Background: an optimization exercise with open tools, aiming at small area, a short achievable clock period and few clock cycles per item. Do not read the settings as production practice. Function was checked by simulation only, so behaviour that the tests miss may differ from the original. Power and IR drop assume default switching activity.

old:
==> flow/design.v (excerpt) <==
module akq_quant (
    input             clk,
    input             rst,
    input             req_valid,
    output            req_ready,
    input      [3:0]  req_op,
    input      [4:0]  req_n,
    input      [31:0] req_f0,
    input      [31:0] req_f1,
    input      [31:0] req_f2,
    input      [15:0] req_u0,
    output reg        res_valid,
    output reg [3:0]  res_code,
    output     [15:0] res_u,
    output     [31:0] res_f
);
clock: 20.0 ns
lec_check: 0
cap_margin: 20
core_margin: 2
core_utilization: 30
place_density: 0.45
slew_margin: 20
run.sh (not shown) runs the stock make flow with config.mk's settings and CLKGATE_MAP_FILE= SYNTH_SCRIPT=/design/flow/synth_recipe.tcl, a recipe that flattens the netlist after the stock synthesis.
Testbench counts of old, summed over its fixed seeds: cycles 82,968, items 3,840.
The inputs of new differ from those of old as listed below.
--- a/flow/design.v
+++ b/flow/design.v
@@ -51,15 +51,12 @@
     reg [8:0]    cnt;
     reg [8:0]    fexp;
     reg [31:0]   out32;
     reg          stk_b, stk_x, tneg, gen2, first, par;
     reg  [4:0]   nst;
     reg  [7:0]   erefm1;
-    reg          xbig;
-    wire [7:0]   dx_full = eref - eX;
-    wire [2:0]   dx_low  = dx_full[2:0];
     reg          fX, fL, fH;           
     reg          hX, hL, hH;           
     wire         rrun = (state == S_RRUN) || (state == S_RIN2);
     reg        is_f2u, is_u2f, is_gain;
     reg [4:0]  q_n;
     reg [15:0] M;                 
@@ -138,25 +135,23 @@
     reg  [1:0]  f_sel;    
     reg         y_gate;
     reg         ybit;
     reg         sub;
     reg         cin1;
     reg         nocy;     
-    reg  [2:0]  dx3;
-    wire [29:0] xsh = {mX, 6'd0} >> dx3;
     wire [23:0] m_sel = (f_sel == 2'd0) ? mX : (f_sel == 2'd1) ? mL : (f_sel == 2'd2) ? mH : {7'd0, vm};
     reg  [W-1:0] A_in, Y_in;
     always @(*) begin
         case (a_sel)
             2'd0:    A_in = R;
             2'd1:    A_in = {R[W-2:0], 1'b0};
             2'd2:    A_in = {W{1'b0}};
             default: A_in = ~R;
         endcase
         case (y_sel)
-            2'd0:    Y_in = {{(W-30){1'b0}}, ((f_sel == 2'd0) ? xsh : {m_sel & {24{y_gate}}, 6'd0})};
+            2'd0:    Y_in = {{(W-30){1'b0}}, (m_sel & {24{y_gate}}), 6'd0};
             2'd1:    Y_in = {{(W-BW){B[BW-1]}}, B};
             2'd2:    Y_in = {{(W-33){1'b0}}, out32, 1'b0};
             default: Y_in = {{(W-2){1'b0}}, ybit, 1'b0};
         endcase
     end
     wire [W-1:0] S = A_in + (Y_in ^ {W{sub}}) + {{(W-1){1'b0}}, ((sub & ~nocy) | cin1)};
@@ -407,14 +402,12 @@
                         stk_x    <= 1'b0;
                         tneg     <= 1'b0;
                         first    <= 1'b0;
                         gen2     <= 1'b0;
                         Q        <= 18'd0;
                         erefm1   <= eref - 8'd1;
-                        dx3      <= (dx_full > 8'd6) ? 3'd6 : dx_low;
-                        xbig     <= (dx_full > 8'd6);
                         res_code <= 4'd0;
                         if (!is_f2u && !is_u2f && !is_gain) begin
                             res_code <= 4'd7;
                             nst    = S_DONE;
                         end else if (range_bad) begin
                             res_code <= 4'd1;
@@ -464,14 +457,14 @@
                         out32 <= {16'd0, M};             
                         nst = S_DONE;
                     end
                 end
                 S_FA3: begin
                     R   <= S;
-                    cnt <= {1'b0, eX} + 9'd6;
-                    if (zX || !xbig) begin
+                    cnt <= {1'b0, eX};
+                    if (zX || (eX == eref)) begin
                         cnt   <= 9'd0;
                         nst = zL ? S_FDIV : S_FA4;
                     end else
                         nst = S_FSHX;
                 end
                 S_FSHX: begin
Results
Summary: with old as the reference, cell area after layout in new moved down by a few percent.
Going from old to new, the routed length on met3 was found to have gone down by about 18%.
Against old as the reference, new delivers a lower share of power burned in combinational logic.
In the tables for new and old, power dissipated by switching net loads reads higher with old.
Looking at number of buffer and inverter stages on the critical path, new sits 3 above old.
Taking old as the reference, in new minimum setup slack in the final design higher; clock power now smaller.
Testbench counts of new, summed over its fixed seeds: cycles 87,027, items 3,840.

[separate check: timing with driven ports]
No port has a modelled driver above. Below, the same layouts with a new extraction and two added sets of constraints.
Step 1, drivers: a clkbuf_16 drives clk and a buf_2 each remaining input, both assumed.
Step 2 also shifts input and output timing later by t, the mid clock arrival at the registers, as if the neighbouring blocks saw the same clock.
Three values: no drivers, after step 1, after step 2; two values: the first two.
run | t, ns | setup WS [ns] | worst register clock-pin slew, ns | worst data-port slew with drivers (ns)
old | 0.747 | 12.169 / 12.169 / 12.169 | 0.07 / 0.07 | 0.05
new | 0.724 | 12.613 / 12.614 / 12.437 | 0.07 / 0.07 | 0.08
After both steps every run listed still meets setup and hold. For new, which loses most, drivers alone change the setup slack by +0.001 ns; drivers and shift together by -0.176 ns.
